Context: an optimization exercise on an open-source flow, tuned for small area and a short achievable clock period. The choices shown serve that exercise and are no tape-out recipe.
Only simulation tests tie the RTL to the original design; equivalence was not proved.
Power and IR drop assume default switching activity.

==> standard.sh <==
#!/bin/bash
# synth_recipe.tcl (not shown) runs the flow's synth.tcl, then flattens the netlist and writes it again
# the make line also repeats each setting of config.mk as NAME=value (left out here)
make -C /OpenROAD-flow-scripts/flow DESIGN_CONFIG=/design/flow/config.mk WORK_HOME=/design/flow/orfs CLKGATE_MAP_FILE= SYNTH_SCRIPT=/design/flow/synth_recipe.tcl "${@:-finish}"
==> config.mk <==
export PLATFORM = sky130hd
export DESIGN_NAME = circus_core
export DESIGN_NICKNAME = circus_core
export VERILOG_FILES = /design/flow/design.v
export SDC_FILE = /design/flow/constraint.sdc
export NUM_CORES = 4
export LEC_CHECK = 0
export CAP_MARGIN = 20
export CORE_MARGIN = 2
export CORE_UTILIZATION = 40
export SLEW_MARGIN = 20
==> constraint.sdc <==
create_clock -name core_clock -period 11.0 [get_ports {clk}]
set_input_delay 2.2000 -clock core_clock [delete_from_list [all_inputs] [get_ports {clk}]]
set_output_delay 2.2000 -clock core_clock [all_outputs]
set_load 0.01 [all_outputs]
==> design.v <==
module circus_crc3 (
    input  wire [7:0] b0,
    input  wire [7:0] b1,
    input  wire [7:0] b2,
    output reg  [7:0] crc
);
    localparam [7:0] CRC_POLY = 8'h07;
    localparam [7:0] CRC_SEED = 8'hFF;
    reg [7:0] x;
    integer   k;
    integer   n;
    always @* begin
        x = CRC_SEED;
        for (n = 0; n < 3; n = n + 1) begin
            case (n)
                0:       x = x ^ b0;
                1:       x = x ^ b1;
                default: x = x ^ b2;
            endcase
            for (k = 0; k < 8; k = k + 1) begin
                if (x[7]) x = {x[6:0], 1'b0} ^ CRC_POLY;
                else      x = {x[6:0], 1'b0};
            end
        end
        crc = x;
    end
endmodule
module circus_core (
    input  wire        clk,
    input  wire        rst,           
    input  wire        tick,          
    input  wire        rx_valid,      
    input  wire [7:0]  rx_data,
    input  wire [1:0]  rx_err,
    input  wire        tx_ready,      
    input  wire        h_valid,       
    input  wire [39:0] h_cmd,
    output reg         tx_valid,      
    output reg  [7:0]  tx_data,
    output reg         act_valid,     
    output wire [7:0]  act_addr,
    output reg         alarm_valid,   
    output reg  [2:0]  alarm_id,
    output reg         milli_strobe,  
    output reg         h_rvalid,      
    output reg         h_ok,
    output reg  [15:0] h_rdata
);
    reg [127:0] rf;         
    reg [63:0]  at;         
    reg [3:0]   stf;
    reg [15:0]  tic;
    reg [15:0]  milli;
    reg [7:0]   micro;
    reg [2:0]   dow;
    reg [2:0]   dead;       
    reg [31:0]  frame;      
    reg [2:0]   rxidx;      
    reg [2:0]   txidx;      
    reg [1:0]   rxerr;
    reg         tx_en;
    function [15:0] rd8(input [127:0] v, input [2:0] a);
        integer n;
        begin
            rd8 = 16'd0;
            for (n = 0; n < 8; n = n + 1)
                rd8 = rd8 | (v[16*n +: 16] & {16{a == n[2:0]}});
        end
    endfunction
    assign act_addr = frame[23:16];
    wire        cm        = tick & (&micro);           
    wire        ct        = cm & (&milli[9:0]);        
    wire        mid       = ct & (&tic);               
    wire [7:0]  micro_a   = micro + {7'd0, tick};
    wire [15:0] milli_inc = milli + 16'd1;
    reg  [15:0] tpre;    
    integer     pw_, pk_;
    always @* begin
        tpre = {tic[14:0], 1'b1};
        for (pw_ = 1; pw_ < 16; pw_ = pw_ * 2)
            for (pk_ = 15; pk_ >= 0; pk_ = pk_ - 1)
                if (pk_ >= pw_)
                    tpre[pk_] = tpre[pk_] & tpre[pk_ - pw_];
    end
    wire [15:0] tic_inc   = tic ^ tpre;
    wire [15:0] milli_a   = cm ? milli_inc : milli;
    wire [15:0] tic_a     = ct ? tic_inc : tic;
    wire [2:0]  dow_inc   = (dow == 3'd7) ? 3'd1 : dow + 3'd1;
    wire [2:0]  dow_a     = mid ? dow_inc : dow;
    wire [3:0]  stf_a     = mid ? rf[3:0] : stf;
    wire        dnz       = (dead != 3'd0);
    wire        dnz_a     = dnz & ~(tick & (dead == 3'd1));
    wire [2:0]  dead_t    = (tick & dnz) ? dead - 3'd1 : dead;
    wire [2:0]  pos     = dnz_a ? rxidx : 3'd0;
    wire        rxw     = rx_valid & ~pos[2];
    wire [2:0]  rxidx_a = rx_valid ? pos + 3'd1 : rxidx;
    wire [1:0]  rxerr_a = (rx_valid & (rxerr == 2'd0)) ? rx_err : rxerr;
    wire [2:0]  dead_n  = rx_valid ? 3'd4 : dead_t;
    reg  [31:0] frame_a;
    integer b;
    always @* begin
        frame_a = frame;
        for (b = 0; b < 4; b = b + 1)
            if (rxw && pos[1:0] == b[1:0])
                frame_a[8*b +: 8] = rx_data;
    end
    function [7:0] crc_step(input [7:0] c, input [7:0] d);
        reg [7:0] x;
        integer n;
        begin
            x = c ^ d;
            for (n = 0; n < 8; n = n + 1)
                x = x[7] ? ({x[6:0], 1'b0} ^ 8'h07) : {x[6:0], 1'b0};
            crc_step = x;
        end
    endfunction
    wire [7:0]  crun_n = crc_step((pos[1:0] == 2'd0) ? 8'hFF : crun, rx_data);
    wire        go      = tx_ready & tx_en;
    wire [7:0]  tx_byte = frame_a[8*txidx[1:0] +: 8];
    wire [2:0]  tx_inc  = txidx + 3'd1;
    wire [2:0]  txidx_a = go ? tx_inc : txidx;
    wire        tx_en_a = go ? ~(txidx[1] & txidx[0]) : tx_en;
    wire        full  = rxidx[2];
    wire        p_ok  = full & ~rx_valid;                  
    wire        p_ovr = full & rx_valid & dnz_a;           
    wire        proc  = p_ok | p_ovr;
    reg  [7:0]  crun;
    reg         crc_okq;
    wire [7:0]  crc_in = crun;
    wire        crc_ok = crc_okq;
    wire        err    = (rxerr != 2'd0);
    wire [3:0]  nib    = frame[19:16];
    wire [3:0]  tgt    = frame[23:20];
    wire        wbit   = frame[19];
    wire [2:0]  idx    = frame[18:16];
    wire        valid  = ~err & crc_ok;
    wire        own    = (tgt == 4'd3);
    wire        hit    = valid & (own | (tgt == 4'd0));
    wire [15:0] old    = rd8(rf, idx);
    wire [7:0]  e2 = {4'd3, 4'd3 ^ nib};
    wire [7:0]  c2 = {4'd3, 4'd2 ^ nib};
    wire [7:0]  v2 = {4'd3, 4'd1 ^ nib};
    reg  [23:0] s;
    always @* begin
        if (err)
            s = {e2, 8'd0, 6'd0, rxerr};
        else if (!crc_ok)
            s = {c2, frame[31:24], crc_in};
        else if (own)
            s = {frame[23:16], old};
        else
            s = frame[23:0];
    end
    wire [7:0]  crc_s;
    circus_crc3 u_crc_s (.b0(s[7:0]), .b1(s[15:8]), .b2(s[23:16]), .crc(crc_s));
    wire [31:0] f_ok = {crc_s, s};
    wire [7:0]  crc_v0, crc_v1;
    circus_crc3 u_crc_v0 (.b0(8'd5), .b1({5'd0, txidx}),  .b2(v2), .crc(crc_v0));
    circus_crc3 u_crc_v1 (.b0(8'd5), .b1({5'd0, tx_inc}), .b2(v2), .crc(crc_v1));
    wire [31:0] f_ovr = go ? {crc_v1, v2, 5'd0, tx_inc, 8'd5}
                           : {crc_v0, v2, 5'd0, txidx,  8'd5};
    wire [31:0] frame_n = p_ok ? f_ok : p_ovr ? f_ovr : frame_a;
    wire [2:0]  rxidx_n = proc ? 3'd0 : rxidx_a;
    wire [2:0]  txidx_n = proc ? 3'd0 : txidx_a;
    wire        tx_en_n = proc | tx_en_a;
    wire [1:0]  rxerr_n = proc ? 2'd0 : rxerr_a;
    wire        act     = p_ok & hit;
    wire        pw   = p_ok & hit & wbit;                  
    wire        pclr = p_ok & valid & own & (idx == 3'd0);  
    function [1:0] cmp16(input [15:0] x, input [15:0] y);  
        reg [15:0] g, e;
        reg [7:0]  g1, e1;
        reg [3:0]  g2, e2;
        reg [1:0]  g3, e3;
        integer n;
        begin
            g = x & ~y;
            e = ~(x ^ y);
            for (n = 0; n < 8; n = n + 1) begin
                g1[n] = g[2*n+1] | (e[2*n+1] & g[2*n]);
                e1[n] = e[2*n+1] & e[2*n];
            end
            for (n = 0; n < 4; n = n + 1) begin
                g2[n] = g1[2*n+1] | (e1[2*n+1] & g1[2*n]);
                e2[n] = e1[2*n+1] & e1[2*n];
            end
            for (n = 0; n < 2; n = n + 1) begin
                g3[n] = g2[2*n+1] | (e2[2*n+1] & g2[2*n]);
                e3[n] = e2[2*n+1] & e2[2*n];
            end
            cmp16 = {g3[1] | (e3[1] & g3[0]), e3[1] & e3[0]};
        end
    endfunction
    reg  [3:0] ge0, ge1;
    reg  [1:0] c;
    wire       tmax = &tic;
    integer i;
    always @* begin
        for (i = 0; i < 4; i = i + 1) begin
            c      = cmp16(tic_inc, at[16*i +: 16]);
            ge0[i] = tmax | c[1];
            ge1[i] = c[1] | c[0];
        end
    end
    wire        ctq      = (&micro) & (&milli[9:0]);   
    wire [3:0]  dueN     = stf & ge0;
    wire [3:0]  stfT     = tmax ? rf[3:0] : stf;       
    wire [3:0]  dueT     = stfT & ge1;
    wire        sched_en = |dueN;
    wire [3:0]  ohN      = dueN & ~{dueN[2:0], 1'b0} & ~{dueN[1:0], 2'b0} & ~{dueN[0], 3'b0};
    wire [3:0]  ohT      = dueT & ~{dueT[2:0], 1'b0} & ~{dueT[1:0], 2'b0} & ~{dueT[0], 3'b0};
    wire [3:0]  r0s      = (full & hit & wbit & (idx == 3'd0)) ? frame[3:0] : rf[3:0];
    wire        eNR      = |(ohN & rf[3:0]);
    wire        eNS      = |(ohN & r0s);
    wire        eTR      = |(ohT & rf[3:0]);
    wire        eTS      = |(ohT & r0s);
    wire [2:0]  numN     = {ohN[3], ohN[2] | ohN[1], ohN[2] | ohN[0]};
    wire [2:0]  numT     = {ohT[3], ohT[2] | ohT[1], ohT[2] | ohT[0]};
    wire [3:0]  stfNn    = stf  & ~(ohN & {4{sched_en}});
    wire [3:0]  stfTn    = stfT & ~(ohT & {4{sched_en}});
    wire        adv      = tick & ctq;
    wire [2:0]  anum     = adv ? numT : numN;
    wire        aemit    = sched_en & (adv ? (rx_valid ? eTR : eTS) : (rx_valid ? eNR : eNS));
    wire [3:0]  stf_n    = adv ? stfTn : stfNn;
    wire [3:0]  op   = h_cmd[39:36];
    wire [3:0]  ha   = h_cmd[35:32];
    wire [15:0] w1   = h_cmd[31:16];
    wire [15:0] w0   = h_cmd[15:0];
    wire [2:0]  r    = ha[2:0];
    wire        aok  = (ha == 4'd1) | (ha == 4'd2) | (ha == 4'd3) | (ha == 4'd4);
    wire [1:0]  aidx = {ha[1] ~^ ha[0], ~ha[0]};    
    reg  [15:0] hold;
    always @* begin
        hold = ((pw & (idx == r)) ? frame[15:0] : rd8(rf, r));
        if (pclr & (r == 3'd0))
            hold[5] = 1'b0;
    end
    reg  [15:0] h_data;
    reg         h_okv;
    always @* begin
        h_okv  = 1'b0;
        h_data = 16'h0000;
        case (op)
            4'h0: h_okv = 1'b1;
            4'h1: begin h_okv = 1'b1; h_data = tic_a; end
            4'h2: begin h_okv = 1'b1; h_data = milli_a; end
            4'h3: begin h_okv = 1'b1; h_data = {8'h00, micro_a}; end
            4'h4: begin h_okv = 1'b1; h_data = {13'd0, dow_a}; end
            4'h5: begin h_okv = 1'b1; h_data = hold; end
            4'h6: h_okv = 1'b1;
            4'h7: begin h_okv = 1'b1; h_data = hold; end
            4'h8: if (aok) begin h_okv = 1'b1; h_data = at[16*aidx +: 16]; end
            4'h9: h_okv = aok;
            4'hA: h_okv = 1'b1;
            default: ;
        endcase
    end
    wire        hw      = h_valid & (op[3:1] == 3'b011);    
    wire [15:0] hw_data = w0 | (hold & w1 & {16{op[0]}});
    wire        aw      = h_valid & (op == 4'h9) & aok;
    wire        settime = h_valid & (op == 4'hA);
    integer k;
    always @(posedge clk) begin
        if (rst) begin
            rf           <= 128'd0;
            at           <= 64'd0;
            stf          <= 4'd0;
            tic          <= 16'd0;
            milli        <= 16'd0;
            micro        <= 8'd0;
            dow          <= 3'd1;
            rxidx        <= 3'd0;
            txidx        <= 3'd0;
            rxerr        <= 2'd0;
            tx_en        <= 1'b0;
            tx_valid     <= 1'b0;
            act_valid    <= 1'b0;
            alarm_valid  <= 1'b0;
            milli_strobe <= 1'b0;
            h_rvalid     <= 1'b0;
        end else begin
            for (k = 0; k < 8; k = k + 1) begin
                if (hw && r == k[2:0])
                    rf[16*k +: 16] <= hw_data;
                else if (pw && idx == k[2:0])
                    rf[16*k +: 16] <= frame[15:0];
            end
            if (pclr && !(hw && r == 3'd0))
                rf[5] <= 1'b0;
            if (aw)
                at[16*aidx +: 16] <= w0;
            stf          <= stf_n;
            tic          <= settime ? w0 : tic_a;
            milli        <= settime ? w1 : milli_a;
            micro        <= micro_a;
            dow          <= dow_a;
            rxidx        <= rxidx_n;
            txidx        <= txidx_n;
            rxerr        <= rxerr_n;
            tx_en        <= tx_en_n;
            tx_valid     <= go;
            act_valid    <= act;
            alarm_valid  <= aemit;
            milli_strobe <= cm;
            h_rvalid     <= h_valid;
        end
        dead    <= dead_n;
        if (rxw && pos[1:0] != 2'd3)
            crun <= crun_n;
        if (rxw && pos[1:0] == 2'd3)
            crc_okq <= (crun == rx_data);
        frame   <= frame_n;
        tx_data <= tx_byte;
        alarm_id <= anum;
        h_ok    <= h_okv;
        h_rdata <= h_data;
    end
endmodule
==> flow/run.sh <==
#!/bin/bash
# The standard layout (standard.sh: standard synthesis, floorplan,
# placement, CTS, routing), with ORFS's timing repair asked to leave 7 ns of
# setup slack at the 11 ns clock, so that it sizes and buffers the design for
# a shorter achieved period. The make output goes to standard.log here; each
# ORFS step keeps its own log under orfs/logs/.
set -euo pipefail
export SETUP_SLACK_MARGIN=7
bash standard.sh > standard.log 2>&1
==> results of run 1 <==
path summary, 6_finish.rpt:
| path | start | end | slack, ns | cells after the start |
|---|---|---|---|---|
| min reg2reg | at[5] | at[5] | 0.47 | 2 |
| min | at[5] | at[5] | 0.47 | 2 |
| max reg2reg | tic[1] | alarm_valid | 6.81 | 15 |
| max | tic[1] | alarm_valid | 6.81 | 15 |
sequential cells by signal, summed over array words and instances, names as in the netlist, 2 cells and up:
| name | cells |
|---|---|
| dow | 3 |
| rxerr | 2 |
| at | 64 |
| stf | 4 |
| h_rdata | 16 |
| tic | 16 |
| alarm_id | 3 |
| txidx | 3 |
| tx_data | 8 |
| milli | 16 |
| frame | 32 |
| crun | 8 |
| rf | 128 |
| rxidx | 3 |
| dead | 3 |
| micro | 8 |
per-layer routing:
metal / vias up / share of wire / track usage
li1: 8977 / - / -
met1: 10000 / 0.38 / 0.378
met2: 1266 / 0.46 / 0.490
met3: 340 / 0.095 / 0.0580
met4: 2 / 0.067 / 0.168
met5: - / 0.00015 / 0
final cells by class:
type	count	share of cell area
flip-flops and latches	325	0.247
clock buffers	60	0.0438
inverters	98	0.0148
well taps	672	0.0313
repair buffers	275	0.115
clock inverters	12	0.00662
multi-input cells	1788	0.541
Yosys cell counts, types with 51 or more instances:
cell type / n / area, um2
a211oi_1: 147 / 1100
nand3_1: 66 / 330
mux2i_1: 58 / 581
clkbuf_1: 172 / 646
dfxtp_1: 313 / 6270
nand2_1: 136 / 510
a21oi_1: 160 / 801
mux2_2: 69 / 777
ha_1: 84 / 1050
inv_1: 97 / 364
o21ai_0: 52 / 260
a22oi_1: 93 / 698
nor2_1: 392 / 1470
xor2_1: 51 / 447
xnor2_1: 102 / 893
kinds of logic after synthesis:
group | after synthesis
xor+xnor | 163
simple gates | 725
mux | 171
buf+inv | 308
flops | 325
compound gates | 643
fa+ha+maj | 84
metrics by stage:
| stage | instances | hold WS (ns) | util | area, um2 | total power [uW] |
|---|---|---|---|---|---|
| after floorplan | 2419 | 0.442 | - | 20900 | 3150 |
| after CTS | 3176 | 0.475 | 0.509 | 25500 | 5240 |
| final | 3230 | 0.472 | 0.535 | 26900 | 5360 |
| after detailed placement | 3007 | 0.466 | 0.437 | 21900 | 3710 |
| after global placement | 3007 | 0.455 | 0.437 | 21900 | 3700 |
| after global routing | 3230 | 0.491 | 0.535 | 26900 | 5540 |
report_power, final:
group	leakage, uW	switching [uW]	total [uW]	internal (uW)
registers	0.00266	182	1450	1270
logic	0.00649	1380	2500	1120
clock network	0.000661	570	1400	835
worst max-delay path, delay by kind of cell (launching register included):
kind	cells	cell delay (ns)
flops	1	0.38
compound gates	9	2.50
buf+inv	1	0.15
xor+xnor	1	0.21
simple gates	3	0.47
fa+ha+maj	1	0.30
timing repair:
action,4_1_cts,5_1_grt
setup endpoints to repair,287,230
hold buffers,0,0
pin swaps,65,97
buffers inserted,90,49
gates cloned,7,5
resized for setup,241,151
==> results.txt, run 1 <==
Worst setup path
Counting stages on the worst path, the most repeated cell is a221o_1. For this run, the slowest stage of the critical path takes around 0.38 ns. The arrival time at the worst endpoint is roughly 4.6 ns.

Of all nets on the critical path, the largest fanout is 4. STA puts the critical path data required time at 11.43 ns. The sort of element at the start of the critical path is a flop.

The type of the setup path with the least slack is flop to flop. The element type at the critical path end is a flop. The critical path goes through nand3_4, buf_12, xnor2_4, ha_1, and3_4, a221oi_2, o21ai_1, a221o_1, a221o_1, a31oi_4, a211oi_2, a221o_1, a221o_1, and4_1, a41o_1. The cell with the largest stage delay on the worst path is dfxtp_4.

Timing
The final worst-path setup slack is 6.81 ns. The number of setup violations in the final report is 0. For this run, the top clock speed supported by timing is around 0.24 GHz.

The worst clock skew is approximately 0.026 ns. In the final timing run, aggregate negative setup slack is 0 ns. The number of slew-limit violations in the final report is 0. The clock period minus worst slack is 4.19 ns. In the finished design, the share of the clock period the worst path needs comes to 0.381.

The worst slew slack as a fraction of its limit is 0.353. The number of hold violations in the final report came to 0. The transition at the pin with the smallest max-transition slack is just under 1 ns. Setup repair after global routing could not meet its margin everywhere.

Run status
The run finished with no timing, DRC or antenna violations.

Global routing
The via count of the first global-routing pass is between 15000 and 20000. The total overflow reported by the global router is 0. The first global-routing pass estimated around 120000 um of wire. The global routing usage summed across all routing layers is 0.302. The largest net degree at the start of global routing is 96. The number of antenna violations at the first check in global routing is 1.

Clock network
The H-tree was split into 2 levels. TritonCTS created 40 clock buffers. The number of clock sinks seen by CTS is 325.

The clock latency at the later pin of the worst-skew pair is 0.59 ns. The clock slew at the register clock pins of the worst setup and hold paths is approximately 0.060 ns. The maximum number of buffers from clock root to sink is 3. TritonCTS built the clock tree. In this run the clock root is driven by a clkbuf_16.

Final layout
The final layout contains around 2700 nets. The relative area change from synthesis to final layout is 32.1%. Summing all flip-flop and latch instances after layout gives ~6600 um2. The multi-input combinational cells in the finished layout cover a total of between 10000 and 15000 um2. The number of filler cells placed in the layout is roughly 4500. The count of antenna diodes in the layout is 0. Of the cells placed in the final design, the portion with a size suffix greater than 1 is 0.254.

The most common cell after layout, fill and taps aside is nor2_1. Leaving out fill and tap cells, the most frequent cells in the layout are nor2_1, dfxtp_1, a21oi_1.

Yosys
The synthesized area divided by synthesized cell count is 8.40 um2. By area, the combinational part of the netlist is dominated by compound AO/OA/AOI/OAI gates. Synthesis produced a netlist whose cell count is ~2400.

Of the synthesized area, sequential elements account for 0.326. Among all flip-flop cells after synthesis, the most frequent one is dfxtp_1. After synthesis the cells add up to a little over 20000 um2. Of the total synthesized cell area, the portion taken by full adders, half adders and majority gates is 0.0517.

The post-synthesis cell type count is 84. The synthesized design contains 12 enable-type register cells. Yosys printed 2 warnings. After synthesis, the share of cell area in mux cells is 0.113. The synthesized design contains between 300 and 400 register bits. The compound-gate portion of the synthesized area is 0.219. The xor/xnor share of the synthesized area is 0.0752. After synthesis, the share of flip-flops with an asynchronous set or reset is 0. Of the total synthesized cell area, the portion taken by AND, OR, NAND and NOR gates is 0.156.

Worst hold path
The worst hold path belongs to the class flop to flop.

Place
After legalization and detailed placement, the total HPWL measured 53200 um. The worst slack after detailed placement is between 4 and 5 ns. The total of buffers placed on input and output ports is 96.

The final weighted congestion in routability-driven placement is 0.933.

Route
The detailed router finished its first iteration with 2256 violations. The via density per instance is ~6.4. The via total after detailed routing is about 20000. In the final routed layout, each cell accounts on average for around 26 um. In the routed design, unresolved DRC markers number 0. The total wire length after detailed routing is 84400 um. The detailed-router iteration count before antenna repair is 8. The residual antenna-violating net count after detailed routing is 0.

Floorplan
In this run the count of I/O pins placed on the die edge is between 90 and 100. After floorplanning, the core was divided into 82 placement rows. The standard cell core area is between 50000 and 60000 um2. The chip height is 229 um. From left edge to right edge, the die measures ~230 um. For this configuration, the core starts out at a cell density of 0.405. The floorplan die area is between 50000 and 60000 um2.

Pwr
The reported leakage power is 0.00981 uW. The cell area power density is around 200 nW/um2. The highest ir drop seen on vdd is around 0.37 mV.

Job
The number of maximum-capacitance violations is 0.
==> run 2, diff against run 1 <==
==> flow/run.sh (replaced) <==
#!/bin/bash
# The standard layout (standard.sh: standard synthesis, floorplan,
# placement, CTS, routing) with three flow settings changed:
#  - timing repair is asked to leave 7 ns of setup slack at the 11 ns clock,
#    so that it sizes and buffers the design for a shorter achieved period;
#  - the buffers ABC put into the synthesized netlist are removed at
#    floorplan (repair_design/repair_timing then buffer where needed);
#  - every input and output port still gets its own buffer, but buf_1 is
#    used for it (repair upsizes it where timing needs).
# The make output goes to standard.log here; each ORFS step keeps its own log
# under orfs/logs/.
set -euo pipefail
export SETUP_SLACK_MARGIN=7
export REMOVE_ABC_BUFFERS=1
export BUFFER_PORTS_ARGS="-buffer_cell sky130_fd_sc_hd__buf_1"
bash standard.sh > standard.log 2>&1
==> run 2 against run 1 <==
Against the previous run: non-clock buffer count fell by 11; first-iteration DRC count fell by 4.6%; still clean; sequential power hardly changed; synthesized cell count unchanged; register-to-register slack improved by 0.06 ns; clock power down 3%; via count is 2.3% lower; critical path type unchanged; synthesized area is the same; die area stayed put; critical path depth down 6; sequential share of layout area grew 1.3 points; cell count fell by 0.37%.
==> results.txt, run 2 <==
Clock network
The number of clock sinks seen by CTS came to 325 (unchanged). The deepest level of the CTS H-tree was 2 (unchanged). The cell sitting at the root of the clock tree is a clkbuf_16. The clock slew at the register clock pins of the worst setup and hold paths is 0.06 ns (about the same).

The clock latency at the later pin of the worst-skew pair is 0.57 ns (-0.02 ns). The maximum number of buffers from clock root to sink was 3 (unchanged). The TritonCTS buffer count is 40 (unchanged). TritonCTS built the clock tree.

Final layout
The relative area change from synthesis to final layout is 25.5%. The layout cell share with drive strength beyond 1 came to 0.232 (-0.0219). Leaving out fill and tap cells, the most frequent cell in the layout is nor2_1. The flip-flop count of the largest register after layout is 128 (unchanged).

The final net count is 2655 (-0.49%). The area of the multi-input gates is 14200 um2 (-2.3%). The final design area excluding fillers is 25500 um2 (-5.0%). The largest registers in the layout are rf: 128 flops, at: 64 flops, frame: 32 flops. The top cell types in the final layout, fill and taps aside, are nor2_1, dfxtp_1, a21oi_1. The sequential cell area came to 6650 um2 (about the same). The number of filler cells placed in the layout is 4644 (+4.1%). More flip-flops sit in one register than any other, and that register is rf.

Timing
The number of hold violations in the final report is 0 (unchanged). The post-route setup TNS is 0 ns (unchanged). The final worst-path setup slack was 6.87 ns (+0.0568 ns). The number of setup violations in the final report is 0 (unchanged). The final period utilization was 0.376 (-0.00516).

The number of slew-limit violations in the final report is 0 (unchanged). The worst slew slack as a fraction of its limit is 0.206 (-0.147). The final worst hold slack is 0.484 ns (+0.0112 ns).

The clock period minus worst slack is 4.13 ns (-0.0568 ns). Setup repair after global routing could not meet its margin everywhere. The transition at the pin with the smallest max-transition slack is 1.18 ns (+0.212 ns).

The highest attainable clock frequency is 0.242 GHz (+1.4%). The worst clock skew is 0.0181 ns (-0.00831 ns).

Worst setup path
The largest fanout on the critical path is 55 (+51). The highest cell delay on the worst timing path is 0.99 ns (+0.61 ns). Walking the worst path, the cells encountered are buf_6, nor3_1, nand3_1, nor2_1, mux2_2, a221o_1, a221o_1, and4_1, a41o_1.

STA classifies the critical path startpoint as a flop. On the critical path, the stage with the largest delay is an instance of nor3_1. The setup slack of the most critical reg-to-reg path is 6.87 ns (+0.06 ns).

The family with the most delay on the worst path is simple AND/OR/NAND/NOR gates. The arrival time at the worst endpoint is 4.58 ns (-0.04 ns). The type of the setup path with the least slack is flop to flop.

The element type at the critical path end is a flop. The most used cell along the critical path is a221o_1. The endpoint required time on the critical path is 11.44 ns (about the same).

The buffer and inverter count on the worst path was 1 (unchanged).

Yosys
The post-synthesis cell type count is 84 (unchanged). The xor/xnor share of the synthesized area is 0.0752 (unchanged). The commonest cells after synthesis are nor2_1, dfxtp_1, clkbuf_1. The number of enable flip-flop cells after synthesis was 12 (unchanged).

The fraction of post-synthesis cell area in the top cell type by area was 0.308 (unchanged). The count of state elements after synthesis is 325 (unchanged). The synthesized area divided by synthesized cell count is 8.40 um2 (unchanged). Yosys attributes the largest share of cell area to dfxtp_1, nor2_1, a211oi_1. The simple-gate area share of the yosys netlist came to 0.156 (unchanged).

By instance count, the leading cell after synthesis is nor2_1. The proportion of synthesized area in mux cells is 0.113 (unchanged). The library cell with the largest summed area after synthesis is dfxtp_1.

The post-synthesis cell area is 20300 um2 (unchanged). The synthesized netlist cell count is 2419 (unchanged). The number of warnings reported in the yosys synthesis log came to 2 (unchanged).

The compound-gate portion of the synthesized area is 0.219 (unchanged). The commonest register cell after synthesis is dfxtp_1. The sequential cell area fraction in the yosys report was 0.326 (unchanged). The post-synthesis async set-or-reset flop share was 0 (unchanged). The share of synthesized cell area in full adder, half adder and majority cells is 0.0517 (unchanged). The combinational family with the most area after synthesis is compound AO/OA/AOI/OAI gates.

Pwr
The highest ir drop seen on vdd came to 0.208 mV (-44%). The cell area power density is 202 nW/um2 (+1.4%). The reported leakage power is 0.00925 uW (-5.7%).

Place
The instance area at placement came to 21000 um2 (-4.3%). The total of buffers placed on input and output ports was 96 (unchanged). The detailed placer's ending HPWL came to 52500 um (-1.4%).

The final weighted congestion in routability-driven placement is 0.954 (+2.3%). The worst slack after detailed placement is 4.75 ns (-0.132 ns).

Route
The detailed-router iteration count before antenna repair is 9 (+1). The total wire length after detailed routing came to 80900 um (-4.2%). The via density per instance came to 6.25 (-1.9%). The residual antenna-violating net count after detailed routing came to 0 (unchanged).

The initial detailed-routing violation count was 2153 (-4.6%). The average wire length per cell after detail routing is 25.1 um (-3.9%). The total DRC errors in the routed layout came to 0 (unchanged). The via total after detailed routing came to 20100 (-2.3%).

Floorplan
The standard cell core area is 50200 um2 (unchanged). The width of the die is 229 um (unchanged). The I/O pin total is 97 (unchanged).

The chip height is 229 um (unchanged). The floorplan row count is 82 (unchanged). The starting density of the core is 0.405 (unchanged). The floorplan die area is 52600 um2 (unchanged).

Global routing
The number of antenna violations at the first check in global routing was 2 (+1). The met2 routing resource usage after global routing is 0.480 (-0.00954). The largest net degree at the start of global routing is 194 (+100%).

In this run the most used layer during global routing was met2. The met3 track demand over resource in global routing is 0.0502 (-0.00784). The via count of the first global-routing pass is 18800 (-4.0%). The total overflow reported by the global router came to 0 (unchanged). The global routing usage summed across all routing layers is 0.288 (-0.0149). The first-pass GRT wire length came to 117000 um (-4.6%).

The met1 demand-to-capacity share in global routing is 0.359 (-0.0184).

Worst hold path
The type of the most critical hold path is flop to flop.

Job
The number of maximum-capacitance violations is 0 (unchanged).

Run status
The run finished with no timing, DRC or antenna violations.
## run 2: cell counts after synthesis
No cell type changed its count.
## run 2: kinds of logic (layout without fill, tap and decap cells)
| kind of cell | Yosys count | count (layout) |
|---|---|---|
| XOR/XNOR | 163 | 163 |
| buffers and inverters | 308 | 434 |
| AND/OR/NAND/NOR | 725 | 725 |
| flip-flops | 325 | 325 |
| multiplexers | 171 | 171 |
| AO/OA/AOI/OAI | 643 | 643 |
| other | 0 | 1 |
| adder cells (fa/ha/maj) | 84 | 84 |
## run 2: timing repair
action	4_1_cts	5_1_grt
endpoints found under the setup margin	261	209
buffers inserted	34	90
hold buffers	0	0
resized for setup	197	196
cloned	5	4
pin swaps	27	80
## run 2: path summary, 6_finish.rpt
path                            depth (start not counted)  startpoint           to
worst min register to register                          2      at[11]       at[11]
worst max-delay path                                    9   frame[18]  alarm_valid
worst min-delay path                                    2      at[11]       at[11]
worst max register to register                          9   frame[18]  alarm_valid
## run 2: layout make-up
type,count,share of cell area
Inverter,98,0.0153
Sequential cell,325,0.261
Timing Repair Buffer,264,0.0836
Clock buffer,63,0.0462
Tap cell,672,0.0330
Clock inverter,9,0.00500
Antenna cell,1,0.0000981
Multi-Input combinational cell,1786,0.556
## run 2: report_power, final
part | internal, uW | total (uW) | switching, uW
Combinational | 1020 | 2370 | 1350
Clock | 805 | 1360 | 551
Sequential | 1270 | 1430 | 155
## run 2: stage by stage
step            util  instances  total power [uW]
6_report       0.508       3218              5160
5_1_grt        0.508       3217              5320
4_1_cts        0.473       3123              5060
3_5_place_dp   0.419       3012              3640
3_3_place_gp   0.419       3012              3620
2_1_floorplan      -       2209              3050
## run 2: worst reg2reg max path, delay by kind of cell, from the launching register on
kind	cells	cell delay, ns
AO/OA/AOI/OAI	3	0.83
buffers and inverters	1	0.28
flip-flops	1	0.38
AND/OR/NAND/NOR	4	2.06
multiplexers	1	0.46
## run 2: routing by layer
layer	wire length [um]	part of all wire
met1	31400	0.39
met2	37700	0.47
met3	7140	0.088
met4	4620	0.057
met5	0	0
==> run 3, diff against run 2 <==
==> flow/run.sh (replaced) <==
#!/bin/bash
# The standard layout (standard.sh: standard synthesis, floorplan,
# placement, CTS, routing) with these flow settings changed:
#  - timing repair up to CTS is asked to leave 7 ns of setup slack at the
#    11 ns clock, so that it sizes and buffers the design for a shorter
#    achieved period; the repair after global routing asks for 6.8 ns;
#  - the buffers ABC put into the synthesized netlist are removed at
#    floorplan (repair_design/repair_timing then buffer where needed);
#  - every input and output port still gets its own buffer, but buf_1 is
#    used for it (repair upsizes it where timing needs).
# CTS buffer list and clustering come from config.mk (the standard flow's config.mk).
# Each make run's output goes to its own log here; each ORFS step keeps its
# own log under orfs/logs/.
set -euo pipefail
export REMOVE_ABC_BUFFERS=1
export BUFFER_PORTS_ARGS="-buffer_cell sky130_fd_sc_hd__buf_1"
SETUP_SLACK_MARGIN=7 bash standard.sh cts > standard_to_cts.log 2>&1
SETUP_SLACK_MARGIN=6.8 bash standard.sh > standard_finish.log 2>&1
--- a/config.mk
+++ b/config.mk
@@ -10,2 +10,5 @@
 export CORE_UTILIZATION = 40
+export CTS_BUF_LIST = sky130_fd_sc_hd__clkbuf_16
+export CTS_CLUSTER_DIAMETER = 80
+export CTS_CLUSTER_SIZE = 20
 export SLEW_MARGIN = 20
==> run 3 against run 2 <==
Against the previous run: still clean; core utilization shrank 3.7 points; routed wire length shrank 4.6%; first-iteration DRC count up 0.51%; maximum frequency up 0.27%; design area fell by 7.3%; cell count is 3.1% lower; sequential share of layout area is 2.0 points higher; combinational power shrank 3%; clock skew rose by 0.023 ns; total power shrank 7.5%; global-route usage shrank 0.53 points; critical endpoint is now stf[3]; largest cell class unchanged.
==> results.txt, run 3 <==
Timing
The clock period minus worst slack came to 4.12 ns (-0.0110 ns). The number of hold violations in the final report is 0 (unchanged). The worst clock skew is 0.0407 ns (+0.0225 ns).

The number of setup violations in the final report came to 0 (unchanged). The final period utilization was 0.375 (-0.000996). The final worst-path setup slack is 6.88 ns (+0.0110 ns). The final worst hold slack is 0.487 ns (+0.00336 ns). Setup repair after global routing could not meet its margin everywhere. The post-route setup TNS is 0 ns (unchanged). The highest attainable clock frequency is 0.243 GHz (+0.27%). The transition at the pin with the smallest max-transition slack was 1.10 ns (-0.0841 ns). The worst slew slack as a fraction of its limit was 0.268 (+0.0621). The number of slew-limit violations in the final report was 0 (unchanged).

Yosys
The post-synthesis async set-or-reset flop share was 0 (unchanged). The number of warnings reported in the yosys synthesis log is 2 (unchanged). The count of state elements after synthesis came to 325 (unchanged). Among all flip-flop cells after synthesis, the most frequent one is dfxtp_1. The sequential cell area fraction in the yosys report was 0.326 (unchanged). Of all cell types, the one taking the most synthesized area is dfxtp_1.

The fraction of post-synthesis cell area in the top cell type by area is 0.308 (unchanged). Counting instances in the post-synthesis netlist gives the leading cell types as nor2_1, dfxtp_1, clkbuf_1. The most numerous cell in the Yosys netlist is nor2_1.

After synthesis, the cell types taking the most area are dfxtp_1, nor2_1, a211oi_1. The post-synthesis cell area is 20300 um2 (unchanged). The number of enable flip-flop cells after synthesis was 12 (unchanged). The post-synthesis cell type count is 84 (unchanged).

The synthesized area divided by synthesized cell count is 8.40 um2 (unchanged). The synthesized netlist cell count is 2419 (unchanged).

Pwr
The sequential cell fraction of total power came to 0.298 (+0.021). The reported leakage power is 0.00851 uW (-8.0%). The switching power as a share of total power is 0.421 (+0.0222). The total net switching power is 2010 uW (-2.3%).

The cell area power density was 202 nW/um2 (-0.21%). The clock network fraction of design power is 0.217 (-0.046). The highest ir drop seen on vdd is 0.202 mV (-3.1%). The power share of the combinational group is 0.485 (+0.025). The internal power of the cells is 2760 uW (-11%).

Global routing
The number of antenna violations at the first check in global routing is 3 (+1). The total overflow reported by the global router is 0 (unchanged). The largest net degree at the start of global routing is 194 (unchanged). The first-pass GRT wire length came to 116000 um (-1.4%).

The via count of the first global-routing pass came to 18700 (-0.99%). The global routing usage summed across all routing layers is 0.282 (-0.00533).

Floorplan
The standard cell core area is 50200 um2 (unchanged). The floorplan row count is 82 (unchanged). The floorplan die area came to 52600 um2 (unchanged).

The starting density of the core came to 0.405 (unchanged). The chip height is 229 um (unchanged). The I/O pin total is 97 (unchanged). The width of the die is 229 um (unchanged).

Final layout
The top cell types in the final layout, fill and taps aside, are nor2_1, dfxtp_1, a21oi_1. The layout cell share with drive strength beyond 1 is 0.170 (-0.0622). The final net count is 2568 (-3.3%). The largest register by flop count is rf.

The sequential cell area is 6640 um2 (about the same). The flip-flop count of the largest register after layout was 128 (unchanged). The number of filler cells placed in the layout was 4810 (+3.6%). Leaving out fill and tap cells, the most frequent cell in the layout is nor2_1.

The area of the multi-input gates came to 13600 um2 (-4.4%). The count of antenna diodes in the layout came to 0 (-1). Compared with the post-synthesis result, the final layout area differs by 16.3%. The largest registers in the layout are rf: 128 flops, at: 64 flops, frame: 32 flops.

Worst setup path
The arrival time at the worst endpoint is 4.62 ns (+0.04 ns). The family with the most delay on the worst path is simple AND/OR/NAND/NOR gates. The signal on the critical path passes through ha_4, nand3_4, nor2_4, nand3_4, nor2_4, and3_4, xor2_4, ha_4, nand3_4, nor2_4, a221o_1, a31oi_4, a21oi_1, or4_1, nand2b_1, a31o_2.

The endpoint required time on the critical path was 11.50 ns (+0.06 ns). The cell with the largest stage delay on the worst path is or4_1. The buffer and inverter count on the worst path is 0 (-1). The worst setup path is of the flop to flop kind. The highest cell delay on the worst timing path is 0.56 ns (-0.43 ns). The largest fanout on the critical path is 4 (-93%). The worst setup path is captured at a flop. STA classifies the critical path startpoint as a flop.

Clock network
The clock latency at the later pin of the worst-skew pair is 0.60 ns (+0.03 ns). TritonCTS built the clock tree. The buffer cell driving the clock tree root is clkbuf_16. The number of clock sinks seen by CTS is 325 (unchanged). The TritonCTS buffer count is 26 (-35%). The clock slew at the register clock pins of the worst setup and hold paths is 0.09 ns (+0.03 ns). The number of buffers inserted for hold repair after clock tree synthesis came to 0 (unchanged).

The deepest level of the CTS H-tree is 1 (-1). The maximum number of buffers from clock root to sink came to 3 (unchanged).

Route
The detailed-router iteration count before antenna repair is 8 (-1). The total wire length after detailed routing is 77100 um (-4.6%). The initial detailed-routing violation count is 2164 (+0.51%). The via density per instance was 6.24 (-0.25%). The residual antenna-violating net count after detailed routing was 0 (unchanged). The average wire length per cell after detail routing is 24.7 um (-1.6%). The total DRC errors in the routed layout is 0 (unchanged). The via total after detailed routing is 19500 (-3.3%).

Place
The total of buffers placed on input and output ports is 96 (unchanged). The detailed placer's ending HPWL is 52500 um (unchanged). The final weighted congestion in routability-driven placement is 0.954 (unchanged). The worst slack after detailed placement is 4.75 ns (unchanged).

Run status
The run finished with no timing, DRC or antenna violations.

Job
The number of maximum-capacitance violations is 0 (unchanged).

Worst hold path
The min-delay analysis places its worst path in the category flop to flop.
-- run 3: cell counts after synthesis --
Identical to the previous run, type by type.
-- run 3: worst register-to-register path, cell delays in order (launching register included) --
cell	delay, ns
dfxtp_4	0.40
ha_4	0.17
nand3_4	0.10
nor2_4	0.18
nand3_4	0.12
nor2_4	0.22
and3_4	0.28
xor2_4	0.32
ha_4	0.27
nand3_4	0.07
nor2_4	0.05
a221o_1	0.39
a31oi_4	0.29
a21oi_1	0.18
or4_1	0.56
nand2b_1	0.18
a31o_2	0.24
-- run 3: kinds of logic after synthesis --
family | after synthesis | synth area share
AO/OA/AOI/OAI | 643 | 0.219
XOR/XNOR | 163 | 0.0752
adder cells (fa/ha/maj) | 84 | 0.0517
buffers and inverters | 308 | 0.0601
flip-flops | 325 | 0.326
multiplexers | 171 | 0.113
AND/OR/NAND/NOR | 725 | 0.156
-- run 3: final timing paths --
kind	start	endpoint	slack, ns	cells past startpoint
min	at[6]	at[6]	0.49	2
max reg2reg	tic[0]	stf[3]	6.88	16
max	tic[0]	stf[3]	6.88	16
min reg2reg	at[6]	at[6]	0.49	2
-- run 3: cell type report --
type / count / share of cell area
Clock buffer: 27 / 0.0286
Clock inverter: 20 / 0.00868
Inverter: 98 / 0.0162
Multi-Input combinational cell: 1786 / 0.574
Sequential cell: 325 / 0.281
Tap cell: 672 / 0.0355
Timing Repair Buffer: 191 / 0.0565
-- run 3: repair_timing --
item	in CTS	in global routing
setup buffers	36	21
pin swaps	32	20
gates cloned	3	0
resized for setup	186	37
setup endpoints to repair	263	66
-- run 3: metal layers --
layer | global-route usage | routed length [um] | vias up | part of all wire
met2 | 0.474 | 36700 | 953 | 0.48
met3 | 0.0427 | 6430 | 213 | 0.083
met1 | 0.358 | 30500 | 9526 | 0.40
li1 | - | - | 8760 | -
met4 | 0.124 | 3450 | 4 | 0.045
met5 | 0 | 33 | - | 0.00043
-- run 3: stage by stage --
stage	total power (uW)	area, um2	util	std cells
2_1_floorplan	3050	19500	-	2209
3_3_place_gp	3620	21000	0.419	3012
3_5_place_dp	3640	21000	0.419	3012
4_1_cts	4740	23200	0.463	3098
5_1_grt	4950	23700	0.471	3119
6_report	4770	23700	0.471	3119
-- run 3: power by group through the flow --
stage | clock, uW | combinational, uW | sequential [uW]
final | 1040 | 2310 | 1420
after global placement | 0 | 2190 | 1440
after CTS | 1050 | 2280 | 1410
after floorplan | 0 | 1590 | 1460
after global routing | 1090 | 2430 | 1430
after detailed placement | 0 | 2200 | 1440
==> run 4, diff against run 3 <==
--- a/design.v
+++ b/design.v
@@ -94,3 +94,2 @@
     wire [2:0]  pos     = dnz_a ? rxidx : 3'd0;
-    wire        rxw     = rx_valid & ~pos[2];
     wire [2:0]  rxidx_a = rx_valid ? pos + 3'd1 : rxidx;
@@ -99,2 +98,3 @@
     reg  [31:0] frame_a;
+    reg  [3:0]  fw;         
     integer b;
@@ -102,5 +102,7 @@
         frame_a = frame;
-        for (b = 0; b < 4; b = b + 1)
-            if (rxw && pos[1:0] == b[1:0])
+        for (b = 0; b < 4; b = b + 1) begin
+            fw[b] = rx_valid & (dnz_a ? (rxidx == b[2:0]) : (b == 0));
+            if (fw[b])
                 frame_a[8*b +: 8] = rx_data;
+        end
     end
@@ -116,5 +118,6 @@
     endfunction
-    wire [7:0]  crun_n = crc_step((pos[1:0] == 2'd0) ? 8'hFF : crun, rx_data);
+    wire [7:0]  crun_n = crc_step(fw[0] ? 8'hFF : crun, rx_data);
     wire        go      = tx_ready & tx_en;
-    wire [7:0]  tx_byte = frame_a[8*txidx[1:0] +: 8];
+    wire        tx_hit  = rx_valid & (dnz_a ? (rxidx == txidx) : (txidx == 3'd0));
+    wire [7:0]  tx_byte = tx_hit ? rx_data : frame[8*txidx[1:0] +: 8];
     wire [2:0]  tx_inc  = txidx + 3'd1;
@@ -148,6 +151,4 @@
             s = {c2, frame[31:24], crc_in};
-        else if (own)
-            s = {frame[23:16], old};
         else
-            s = frame[23:0];
+            s = {frame[23:16], old};
     end
@@ -161,3 +162,12 @@
                            : {crc_v0, v2, 5'd0, txidx,  8'd5};
-    wire [31:0] frame_n = p_ok ? f_ok : p_ovr ? f_ovr : frame_a;
+    wire        p_chg   = p_ok & ~(valid & ~own);
+    reg  [31:0] frame_n;
+    reg         fk;
+    always @* begin
+        for (b = 0; b < 4; b = b + 1) begin
+            fk = ~(p_chg | p_ovr | fw[b]);
+            frame_n[8*b +: 8] = ({8{p_chg}} & f_ok[8*b +: 8]) | ({8{p_ovr}} & f_ovr[8*b +: 8])
+                              | ({8{fw[b]}} & rx_data) | ({8{fk}} & frame[8*b +: 8]);
+        end
+    end
     wire [2:0]  rxidx_n = proc ? 3'd0 : rxidx_a;
@@ -229,8 +239,24 @@
     wire [2:0]  r    = ha[2:0];
-    wire        aok  = (ha == 4'd1) | (ha == 4'd2) | (ha == 4'd3) | (ha == 4'd4);
-    wire [1:0]  aidx = {ha[1] ~^ ha[0], ~ha[0]};    
+    wire [3:0]  a1h  = {ha == 4'd4, ha == 4'd3, ha == 4'd2, ha == 4'd1};
+    wire        aok  = |a1h;
+    reg  [7:0]  r1h, i1h;
+    integer     j;
+    always @* begin
+        for (j = 0; j < 8; j = j + 1) begin
+            r1h[j] = (r == j[2:0]);
+            i1h[j] = (idx == j[2:0]);
+        end
+    end
+    reg  [15:0] at_rd;
+    always @* begin
+        at_rd = 16'd0;
+        for (j = 0; j < 4; j = j + 1)
+            at_rd = at_rd | (at[16*j +: 16] & {16{a1h[j]}});
+    end
+    wire        hpw  = full & hit & wbit & |(r1h & i1h);
+    wire        hclr = full & valid & own & i1h[0] & r1h[0];
     reg  [15:0] hold;
     always @* begin
-        hold = ((pw & (idx == r)) ? frame[15:0] : rd8(rf, r));
-        if (pclr & (r == 3'd0))
+        hold = ((hpw & ~rx_valid) ? frame[15:0] : rd8(rf, r));
+        if (hclr & ~rx_valid)
             hold[5] = 1'b0;
@@ -251,3 +277,3 @@
             4'h7: begin h_okv = 1'b1; h_data = hold; end
-            4'h8: if (aok) begin h_okv = 1'b1; h_data = at[16*aidx +: 16]; end
+            4'h8: begin h_okv = aok; h_data = at_rd; end
             4'h9: h_okv = aok;
@@ -259,9 +285,32 @@
     wire [15:0] hw_data = w0 | (hold & w1 & {16{op[0]}});
-    wire        aw      = h_valid & (op == 4'h9) & aok;
+    wire        aw      = h_valid & (op == 4'h9);
     wire        settime = h_valid & (op == 4'hA);
+    wire [15:0] hwd_r = hw_data & {16{~rst}};
+    wire [15:0] frd_r = frame[15:0] & {16{~rst}};
+    wire [15:0] w0_r  = w0 & {16{~rst}};
+    reg  [127:0] rf_n;
+    reg  [63:0]  at_n;
+    reg          hs, ps, kp;
+    integer      q;
+    always @* begin
+        for (q = 0; q < 8; q = q + 1) begin
+            hs = hw & r1h[q];
+            ps = pw & i1h[q] & ~hs;
+            kp = ~(rst | hs | ps);
+            rf_n[16*q +: 16] = ({16{hs}} & hwd_r) | ({16{ps}} & frd_r)
+                             | ({16{kp}} & rf[16*q +: 16]);
+        end
+        if (pclr & ~(hw & r1h[0]))
+            rf_n[5] = 1'b0;
+        for (q = 0; q < 4; q = q + 1) begin
+            hs = aw & a1h[q];
+            kp = ~(rst | hs);
+            at_n[16*q +: 16] = ({16{hs}} & w0_r) | ({16{kp}} & at[16*q +: 16]);
+        end
+    end
     integer k;
     always @(posedge clk) begin
+        rf <= rf_n;
+        at <= at_n;
         if (rst) begin
-            rf           <= 128'd0;
-            at           <= 64'd0;
             stf          <= 4'd0;
@@ -281,12 +330,2 @@
         end else begin
-            for (k = 0; k < 8; k = k + 1) begin
-                if (hw && r == k[2:0])
-                    rf[16*k +: 16] <= hw_data;
-                else if (pw && idx == k[2:0])
-                    rf[16*k +: 16] <= frame[15:0];
-            end
-            if (pclr && !(hw && r == 3'd0))
-                rf[5] <= 1'b0;
-            if (aw)
-                at[16*aidx +: 16] <= w0;
             stf          <= stf_n;
@@ -307,5 +346,5 @@
         dead    <= dead_n;
-        if (rxw && pos[1:0] != 2'd3)
+        if (fw[0] | fw[1] | fw[2])
             crun <= crun_n;
-        if (rxw && pos[1:0] == 2'd3)
+        if (fw[3])
             crc_okq <= (crun == rx_data);
==> run 4 against run 3 <==
Against the previous run: clock-buffer cell count is 2 lower; critical path depth is 3 higher; hold slack worse by 0.012 ns; sequential power is essentially flat.
==> results.txt, run 4 <==
Yosys
Yosys attributes the largest share of cell area to dfxtp_1, nand2_1, o221ai_1. The library cell with the largest summed area after synthesis is dfxtp_1. The most numerous cell in the Yosys netlist is nand2_1.

The post-synthesis async set-or-reset flop share is 0 (unchanged). The fraction of post-synthesis cell area in the top cell type by area is 0.330 (+0.0223). The most used flip-flop cell after synthesis is dfxtp_1.

The number of enable flip-flop cells after synthesis came to 9 (-3). In the synthesized netlist, the cells that appear most often are nand2_1, dfxtp_1, nor2_1. The sequential cell area fraction in the yosys report is 0.345 (+0.0186). The post-synthesis cell type count is 85 (+1.2%). The post-synthesis cell area came to 19100 um2 (-5.8%). The number of warnings reported in the yosys synthesis log is 2 (unchanged).

The synthesized netlist cell count is 2253 (-6.9%). The count of state elements after synthesis is 325 (unchanged). The synthesized area divided by synthesized cell count is 8.50 um2 (+1.1%).

Clock network
The clock slew at the register clock pins of the worst setup and hold paths came to 0.08 ns (about the same). The number of clock sinks seen by CTS was 325 (unchanged). The deepest level of the CTS H-tree is 1 (unchanged). The clock latency at the later pin of the worst-skew pair came to 0.58 ns (-0.02 ns). The buffer cell driving the clock tree root is clkbuf_16. The clock tree from TritonCTS is yes.

The number of buffers inserted for hold repair after clock tree synthesis came to 0 (unchanged). The TritonCTS buffer count is 25 (-3.8%). The maximum number of buffers from clock root to sink is 3 (unchanged).

Worst setup path
The worst setup path is captured at a flop. The highest cell delay on the worst timing path is 0.58 ns (+0.02 ns). The cell with the largest stage delay on the worst path is or4_4. The most used cell along the critical path is nand3_4. The sort of element at the start of the critical path is a flop.

Traced cell by cell, the critical path runs through nand3_4, nor2_4, nand3_2, inv_2, nand3_4, nor2_4, buf_12, nand3_4, xnor2_4, ha_4, a21o_1, a21o_1, a221oi_4, nor2b_4, o21ai_4, and2_4, or4_4, or3_1, a21oi_1. The largest fanout on the critical path is 6 (+2). The endpoint required time on the critical path is 11.51 ns (about the same). The critical path in this run is classified as flop to flop. The arrival time at the worst endpoint is 4.65 ns (+0.03 ns).

Timing
The worst clock skew was 0.0223 ns (-0.0184 ns). The number of setup violations in the final report came to 0 (unchanged). The final period utilization is 0.376 (+0.00156). The highest attainable clock frequency is 0.242 GHz (-0.41%). The number of hold violations in the final report is 0 (unchanged). The post-route setup TNS is 0 ns (unchanged). The transition at the pin with the smallest max-transition slack is 1.04 ns (-0.0553 ns). Setup repair after global routing could not meet its margin everywhere. The worst slew slack as a fraction of its limit is 0.299 (+0.0315). The number of slew-limit violations in the final report is 0 (unchanged). The clock period minus worst slack is 4.14 ns (+0.0172 ns).

Floorplan
The starting density of the core is 0.403 (-0.00175). The width of the die is 223 um (-2.9%). The floorplan die area is 49600 um2 (-5.7%). The chip height is 223 um (-2.9%). The I/O pin total came to 97 (unchanged). The floorplan row count is 80 (-2.4%). The standard cell core area is 47400 um2 (-5.4%).

Route
The via density per instance is 6.49 (+4.0%). The initial detailed-routing violation count is 2603 (+20%). The residual antenna-violating net count after detailed routing is 0 (unchanged). The total DRC errors in the routed layout is 0 (unchanged). The total wire length after detailed routing is 78400 um (+1.6%). The via total after detailed routing is 19100 (-2.0%). The detailed-router iteration count before antenna repair is 6 (-2). The average wire length per cell after detail routing was 26.7 um (+7.8%).

Pwr
The clock network fraction of design power is 0.252 (+0.035). The power share of the combinational group came to 0.399 (-0.086). The sequential cell fraction of total power is 0.349 (+0.051). The switching power as a share of total power is 0.394 (-0.0265). The highest ir drop seen on vdd was 0.185 mV (-8.3%). The reported leakage power is 0.00780 uW (-8.4%). The cell area power density is 187 nW/um2 (-7.5%).

The total net switching power came to 1620 uW (-20%). The internal power of the cells is 2480 uW (-10%).

Run status
The flow ran to the end and the layout has no timing, DRC or antenna violations.

Global routing
The number of antenna violations at the first check in global routing is 2 (-1). The first-pass GRT wire length is 116000 um (+0.36%). The via count of the first global-routing pass is 18400 (-1.3%). The total overflow reported by the global router was 0 (unchanged). The global routing usage summed across all routing layers is 0.306 (+0.0239). The largest net degree at the start of global routing came to 88 (-55%).

Place
The count of placed standard cells including taps came to 2857 (-5.1%). The total of buffers placed on input and output ports is 96 (unchanged). The detailed placer's ending HPWL was 52800 um (+0.48%). The final weighted congestion in routability-driven placement is 0.968 (+1.4%).

Final layout
The count of non-filler cells in the finished layout was 2940 (-5.7%). The layout cell share with drive strength beyond 1 is 0.139 (-0.0307). The final net count is 2440 (-5.0%). The top cell types in the final layout, fill and taps aside, are nand2_1, dfxtp_1, nor2_1. Relative to the synthesized area, the layout overhead comes to 14.8%. The flip-flop count of the largest register after layout was 128 (unchanged). The count of antenna diodes in the layout came to 0 (unchanged). The number of filler cells placed in the layout is 4642 (-3.5%). Ranked by flip-flop count, first place goes to rf. The largest registers in the layout are rf: 128 flops, at: 64 flops, frame: 32 flops. The most common cell after layout, fill and taps aside is nand2_1.

Job
The number of maximum-capacitance violations was 0 (unchanged).

Worst hold path
The type of the most critical hold path is flop to flop.
run 4: changes by cell type after synthesis, moves of 23 or more:
cell      delta
a22oi_1     -53
o221ai_1   +105
a221oi_1    +42
nor2_1     -244
mux2i_1     -34
nand2_1    +220
clkbuf_1    -55
a211oi_1   -104
mux4_2      -23
a21oi_1     -51
a22o_1      +40
mux2_2      -43
run 4: layout make-up:
type	count	area, um2	share of cell area
Clock buffer	25	626	0.0285
Clock inverter	19	258	0.0117
Inverter	91	342	0.0155
Multi-Input combinational cell	1680	12200	0.558
Sequential cell	325	6620	0.301
Tap cell	615	769	0.0350
Timing Repair Buffer	185	1100	0.0502
run 4: layer usage:
metal | GRT usage | vias to the layer above | routed length, um
met1 | 0.384 | 9174 | 30700
met4 | 0.186 | 4 | 5300
met5 | 0 | - | 55
li1 | - | 8388 | -
met3 | 0.0554 | 316 | 7150
met2 | 0.490 | 1185 | 35200
run 4: cells by family after synthesis:
kind of cell	synth area share
mux	0.0475
xor+xnor	0.0824
buf+inv	0.0554
fa+ha+maj	0.0497
compound gates	0.254
flops	0.345
simple gates	0.167
run 4: what timing repair did:
action,CTS,global route
setup endpoints to repair,251,12
gates resized for setup,155,12
hold endpoints to repair,0,0
buffers inserted,27,12
pin swaps,18,13
run 4: power groups by stage:
stage	clock network, uW	logic (uW)	registers (uW)
2_1_floorplan	0	1090	1440
3_3_place_gp	0	1550	1440
3_5_place_dp	0	1560	1450
4_1_cts	1040	1600	1420
5_1_grt	1090	1740	1430
6_report	1030	1640	1430
run 4: critical path, delay by kind of cell, from the launching register on:
family                     cells  cell delay, ns
AOI/OAI and AO/OA              5            0.84
xor gates and xnor gates       1            0.32
adders and majority gates      1            0.26
buffers and inverters          2            0.22
DFF                            1            0.39
and+or+nand+nor               10            2.04
run 4: worst paths after layout:
kind | slack (ns) | end | cells past startpoint | startpoint
worst max-delay path | 6.86 | stf[0] | 19 | tic[0]
worst min-delay path | 0.47 | at[39] | 2 | at[39]
worst max register to register | 6.86 | stf[0] | 19 | tic[0]
worst min register to register | 0.47 | at[39] | 2 | at[39]
run 4: metrics by stage:
step	total power (uW)	util	instance area, um2	hold slack, ns	setup slack [ns]
2_1_floorplan	2530	-	18400	0.443	5.68
3_3_place_gp	2990	0.421	20000	0.459	5.39
3_5_place_dp	3000	0.421	20000	0.465	5.30
4_1_cts	4060	0.459	21800	0.475	7.01
5_1_grt	4260	0.463	22000	0.491	6.73
6_report	4100	0.463	22000	0.475	6.86
==> run 5, diff against run 4 <==
--- a/design.v
+++ b/design.v
@@ -89,3 +89,2 @@
     wire [2:0]  dow_a     = mid ? dow_inc : dow;
-    wire [3:0]  stf_a     = mid ? rf[3:0] : stf;
     wire        dnz       = (dead != 3'd0);
@@ -157,7 +156,5 @@
     wire [31:0] f_ok = {crc_s, s};
-    wire [7:0]  crc_v0, crc_v1;
-    circus_crc3 u_crc_v0 (.b0(8'd5), .b1({5'd0, txidx}),  .b2(v2), .crc(crc_v0));
-    circus_crc3 u_crc_v1 (.b0(8'd5), .b1({5'd0, tx_inc}), .b2(v2), .crc(crc_v1));
-    wire [31:0] f_ovr = go ? {crc_v1, v2, 5'd0, tx_inc, 8'd5}
-                           : {crc_v0, v2, 5'd0, txidx,  8'd5};
+    wire [7:0]  crc_v;
+    circus_crc3 u_crc_v (.b0(8'd5), .b1({5'd0, txidx_a}), .b2(v2), .crc(crc_v));
+    wire [31:0] f_ovr = {crc_v, v2, 5'd0, txidx_a, 8'd5};
     wire        p_chg   = p_ok & ~(valid & ~own);
@@ -219,17 +216,10 @@
     wire        sched_en = |dueN;
-    wire [3:0]  ohN      = dueN & ~{dueN[2:0], 1'b0} & ~{dueN[1:0], 2'b0} & ~{dueN[0], 3'b0};
-    wire [3:0]  ohT      = dueT & ~{dueT[2:0], 1'b0} & ~{dueT[1:0], 2'b0} & ~{dueT[0], 3'b0};
-    wire [3:0]  r0s      = (full & hit & wbit & (idx == 3'd0)) ? frame[3:0] : rf[3:0];
-    wire        eNR      = |(ohN & rf[3:0]);
-    wire        eNS      = |(ohN & r0s);
-    wire        eTR      = |(ohT & rf[3:0]);
-    wire        eTS      = |(ohT & r0s);
-    wire [2:0]  numN     = {ohN[3], ohN[2] | ohN[1], ohN[2] | ohN[0]};
-    wire [2:0]  numT     = {ohT[3], ohT[2] | ohT[1], ohT[2] | ohT[0]};
-    wire [3:0]  stfNn    = stf  & ~(ohN & {4{sched_en}});
-    wire [3:0]  stfTn    = stfT & ~(ohT & {4{sched_en}});
     wire        adv      = tick & ctq;
-    wire [2:0]  anum     = adv ? numT : numN;
-    wire        aemit    = sched_en & (adv ? (rx_valid ? eTR : eTS) : (rx_valid ? eNR : eNS));
-    wire [3:0]  stf_n    = adv ? stfTn : stfNn;
+    wire [3:0]  due      = adv ? dueT : dueN;
+    wire [3:0]  oh       = due & ~{due[2:0], 1'b0} & ~{due[1:0], 2'b0} & ~{due[0], 3'b0};
+    wire [3:0]  r0s      = (full & hit & wbit & (idx == 3'd0)) ? frame[3:0] : rf[3:0];
+    wire [3:0]  r0p      = rx_valid ? rf[3:0] : r0s;
+    wire [2:0]  anum     = {oh[3], oh[2] | oh[1], oh[2] | oh[0]};
+    wire        aemit    = sched_en & |(oh & r0p);
+    wire [3:0]  stf_n    = (adv ? stfT : stf) & ~(oh & {4{sched_en}});
     wire [3:0]  op   = h_cmd[39:36];
@@ -345,3 +335,3 @@
         end
-        dead    <= dead_n;
+        dead    <= rst ? 3'd0 : dead_n;
         if (fw[0] | fw[1] | fw[2])
==> run 5 against run 4 <==
Against the previous run: total power is 18% lower; sequential share of layout area is 1.5 points higher; design area is 5.0% lower; core utilization is 1.4 points lower; largest cell class unchanged; highest routed layer is now met4.
==> results.txt, run 5 <==
Global routing
The first-pass GRT wire length came to 109000 um (-6.4%). The largest net degree at the start of global routing is 65 (-26%). The total overflow reported by the global router is 0 (unchanged).

The global routing usage summed across all routing layers came to 0.286 (-0.0206). The via count of the first global-routing pass is 17100 (-7.1%). The number of antenna violations at the first check in global routing is 2 (unchanged).

Pwr
The internal power of the cells came to 2190 uW (-12%). The highest ir drop seen on vdd was 0.116 mV (-37%). The cell area power density is 160 nW/um2 (-14%). The switching power as a share of total power is 0.346 (-0.0478).

The sequential cell fraction of total power was 0.402 (+0.053). The total power came to 3340 uW (-18%). The total net switching power is 1160 uW (-28%). The reported leakage power came to 0.00716 uW (-8.1%). The power share of the combinational group is 0.316 (-0.083).

The clock network fraction of design power is 0.283 (+0.031).

Timing
The highest attainable clock frequency is 0.241 GHz (-0.17%). The transition at the pin with the smallest max-transition slack is 1.14 ns (+0.0926 ns). The post-route setup TNS came to 0 ns (unchanged). The worst clock skew was 0.0220 ns (-0.000291 ns).

Setup repair after global routing left no endpoint under its margin. The number of setup violations in the final report is 0 (unchanged). The clock period minus worst slack was 4.15 ns (+0.00687 ns).

The number of hold violations in the final report was 0 (unchanged). The worst slew slack as a fraction of its limit is 0.238 (-0.0615). The number of slew-limit violations in the final report came to 0 (unchanged).

The final period utilization is 0.377 (+0.000625).

Yosys
The post-synthesis cell area is 18800 um2 (-1.8%). The synthesized netlist cell count is 2187 (-2.9%). Sorting the synthesized cells by how often they occur yields nand2_1, dfxtp_1, nor2_1. The number of warnings reported in the yosys synthesis log came to 2 (unchanged). The library cell with the largest summed area after synthesis is dfxtp_1.

The sequential cell area fraction in the yosys report was 0.351 (+0.00621). The count of state elements after synthesis is 325 (unchanged). The synthesized area divided by synthesized cell count was 8.60 um2 (+1.2%). The most used flip-flop cell after synthesis is dfxtp_1.

The fraction of post-synthesis cell area in the top cell type by area is 0.336 (+0.00596). The post-synthesis cell type count came to 87 (+2.4%). The most numerous cell in the Yosys netlist is nand2_1. Yosys attributes the largest share of cell area to dfxtp_1, nand2_1, o221ai_1. The post-synthesis async set-or-reset flop share is 0 (unchanged). The number of enable flip-flop cells after synthesis is 9 (unchanged).

Clock network
The buffer cell driving the clock tree root is clkbuf_16. The clock latency at the later pin of the worst-skew pair is 0.57 ns (about the same). The TritonCTS buffer count is 22 (-12%).

The deepest level of the CTS H-tree came to 1 (unchanged). The clock tree from TritonCTS is yes. The clock slew at the register clock pins of the worst setup and hold paths was 0.09 ns (about the same). The number of clock sinks seen by CTS is 325 (unchanged).

The maximum number of buffers from clock root to sink was 3 (unchanged).

Place
The detailed placer's ending HPWL is 49800 um (-5.7%). The total of buffers placed on input and output ports is 96 (unchanged). The final weighted congestion in routability-driven placement is 0.977 (+0.95%).

Worst setup path
The sort of element at the start of the critical path is a primary input. The element type at the critical path end is a flop. The endpoint required time on the critical path is 11.47 ns (-0.04 ns). The largest fanout on the critical path is 18 (+12).

The startpoint identified for the worst register-to-register timing path is tic[4]. In this run the worst setup path begins at h_cmd[38]. The arrival time at the worst endpoint came to 4.62 ns (-0.03 ns). The type of the setup path with the least slack is primary input to flop.

Final layout
The area of the multi-input gates is 11700 um2 (-4.8%). The final net count is 2337 (-4.2%). The largest register by flop count is rf.

The most common cell after layout, fill and taps aside is nand2_1. The area growth from synthesis to layout is 11.0%. The flip-flop count of the largest register after layout is 128 (unchanged). The share of the core filled with cells in the final layout is 0.449 (-0.0137). Leaving out fill and tap cells, the most frequent cells in the layout are nand2_1, dfxtp_1, nor2_1.

The largest registers in the layout are rf: 128 flops, at: 64 flops, frame: 32 flops. The layout cell share with drive strength beyond 1 was 0.115 (-0.0235). The number of filler cells placed in the layout was 4558 (-1.8%).

The sequential cell area is 6610 um2 (-0.17%).

Run status
The flow ran to the end and the layout has no timing, DRC or antenna violations.

Route
The detailed-router iteration count before antenna repair is 9 (+3). The total wire length after detailed routing is 72700 um (-7.3%). The total DRC errors in the routed layout is 0 (unchanged). The average wire length per cell after detail routing came to 25.7 um (-3.5%). The via total after detailed routing was 18000 (-5.8%). The residual antenna-violating net count after detailed routing is 0 (unchanged).

The via density per instance is 6.36 (-2.0%). The initial detailed-routing violation count is 2530 (-2.8%).

Floorplan
The starting density of the core is 0.405 (+0.00129). The floorplan die area is 48800 um2 (-1.7%). The I/O pin total came to 97 (unchanged). The floorplan row count is 79 (-1.3%). The standard cell core area is 46500 um2 (-2.1%). The width of the die is 221 um (-0.88%).

The chip height was 221 um (-0.88%).

Worst hold path
The type of the most critical hold path is flop to flop. In this run the most critical hold path is launched from at[30].

Job
The number of maximum-capacitance violations is 0 (unchanged).
[run 5: changes by cell type in the layout (fill, tap and decap cells not counted), sizes merged, moves of 10 or more]
cell and change:
buf -38, a22oi -23, nand3 -19, mux2i +17
mux2 -16, a221oi -15, o21ai +12, nand2 -11
nand4 +10, o211ai +10, xor2 -10
[run 5: final timing paths]
path	endpoint	slack [ns]	cells past startpoint
min reg2reg	at[30]	0.48	2
max reg2reg	alarm_valid	6.96	16
max	rf[57]	6.85	9
min	at[30]	0.48	2
[run 5: cell type report]
class,instances,area share
Timing Repair Buffer,147,0.0371
Clock buffer,23,0.0276
Sequential cell,325,0.317
Clock inverter,13,0.00857
Inverter,83,0.0149
Multi-Input combinational cell,1626,0.559
Tap cell,607,0.0364
Antenna cell,1,0.000120
[run 5: logic make-up (layout without fill, tap and decap cells)]
| kind of cell | count (synthesis) | in the layout | share of synthesized area |
|---|---|---|---|
| muxes | 78 | 78 | 0.0576 |
| and+or+nand+nor | 700 | 700 | 0.166 |
| AOI/OAI and AO/OA | 611 | 611 | 0.240 |
| adders and majority gates | 76 | 76 | 0.0506 |
| xor gates and xnor gates | 161 | 161 | 0.0810 |
| other | 0 | 1 | 0 |
| buffers and inverters | 236 | 266 | 0.0541 |
| DFF | 325 | 325 | 0.351 |
[run 5: critical path, cell delays in order]
cell and delay (ns):
buf_1 0.10, nor2b_2 0.21, and3_2 0.33, nand2_2 0.46
nand2b_1 0.10, a31oi_1 0.66, buf_4 0.37, nand2_1 0.09
o221ai_1 0.08
[run 5: metal layers]
| metal | up-vias | global-route usage | wire length (um) |
|---|---|---|---|
| li1 | 8031 | - | - |
| met1 | 8674 | 0.384 | 29700 |
| met2 | 1066 | 0.437 | 31700 |
| met3 | 186 | 0.0722 | 7890 |
| met4 | 0 | 0.117 | 3410 |
| met5 | - | 0 | 0 |
[run 5: what timing repair did]
item	CTS	global route
setup buffers	12	0
hold endpoints to repair	0	0
gates resized for setup	102	12
hold buffers	0	0
endpoints found under the setup margin	210	8
pin swaps	11	2
[run 5: power by group through the flow]
stage                     clock network (uW)  logic (uW)  registers [uW]
after floorplan                            0         731            1370
after global routing                     994        1120            1350
after CTS                                952        1040            1340
after detailed placement                   0        1020            1370
final                                    946        1060            1340
after global placement                     0        1010            1360
[run 5: through the flow]
step | setup WS [ns] | hold WS (ns) | cell area, um2 | instances
after detailed placement | 5.54 | 0.461 | 19600 | 2776
after global routing | 6.81 | 0.494 | 20900 | 2825
final | 6.85 | 0.477 | 20900 | 2825
after global placement | 4.66 | 0.457 | 19500 | 2774
after floorplan | 6.23 | 0.443 | 18100 | 2034
after CTS | 7.00 | 0.476 | 20800 | 2824

## port drivers added, routing unchanged
How much do the figures lean on ideal ports? The routed layouts below were timed once more, with nothing changed but the port constraints.
Step 1 (the two cells are an assumption about what drives the block):
set clk [get_ports {clk}]
set_driving_cell -lib_cell sky130_fd_sc_hd__clkbuf_16 $clk
set_driving_cell -lib_cell sky130_fd_sc_hd__buf_2 [delete_from_list [all_inputs] $clk]
Step 2 times the ports against the registers' clock, not the clock port: input delays grow and output delays shrink by t, the midpoint of the rising clock arrivals with the driver on.
Slacks: ideal ports / drivers / drivers and shift; pairs: ideal ports / drivers.
run	t, ns	slack for setup (ns)	pins driven straight from the clock port
run 1	0.635	6.809 / 6.809 / 6.216	1
run 2	0.619	6.866 / 6.837 / 6.219	1
run 3	0.644	6.877 / 6.832 / 6.188	1
run 4	0.631	6.860 / 6.860 / 6.311	1
run 5	0.621	6.853 / 6.891 / 6.270	1
After both steps setup and hold are still met in every run listed. For run 3, which loses most, drivers alone change the setup slack by -0.045 ns; drivers and shift together by -0.689 ns.
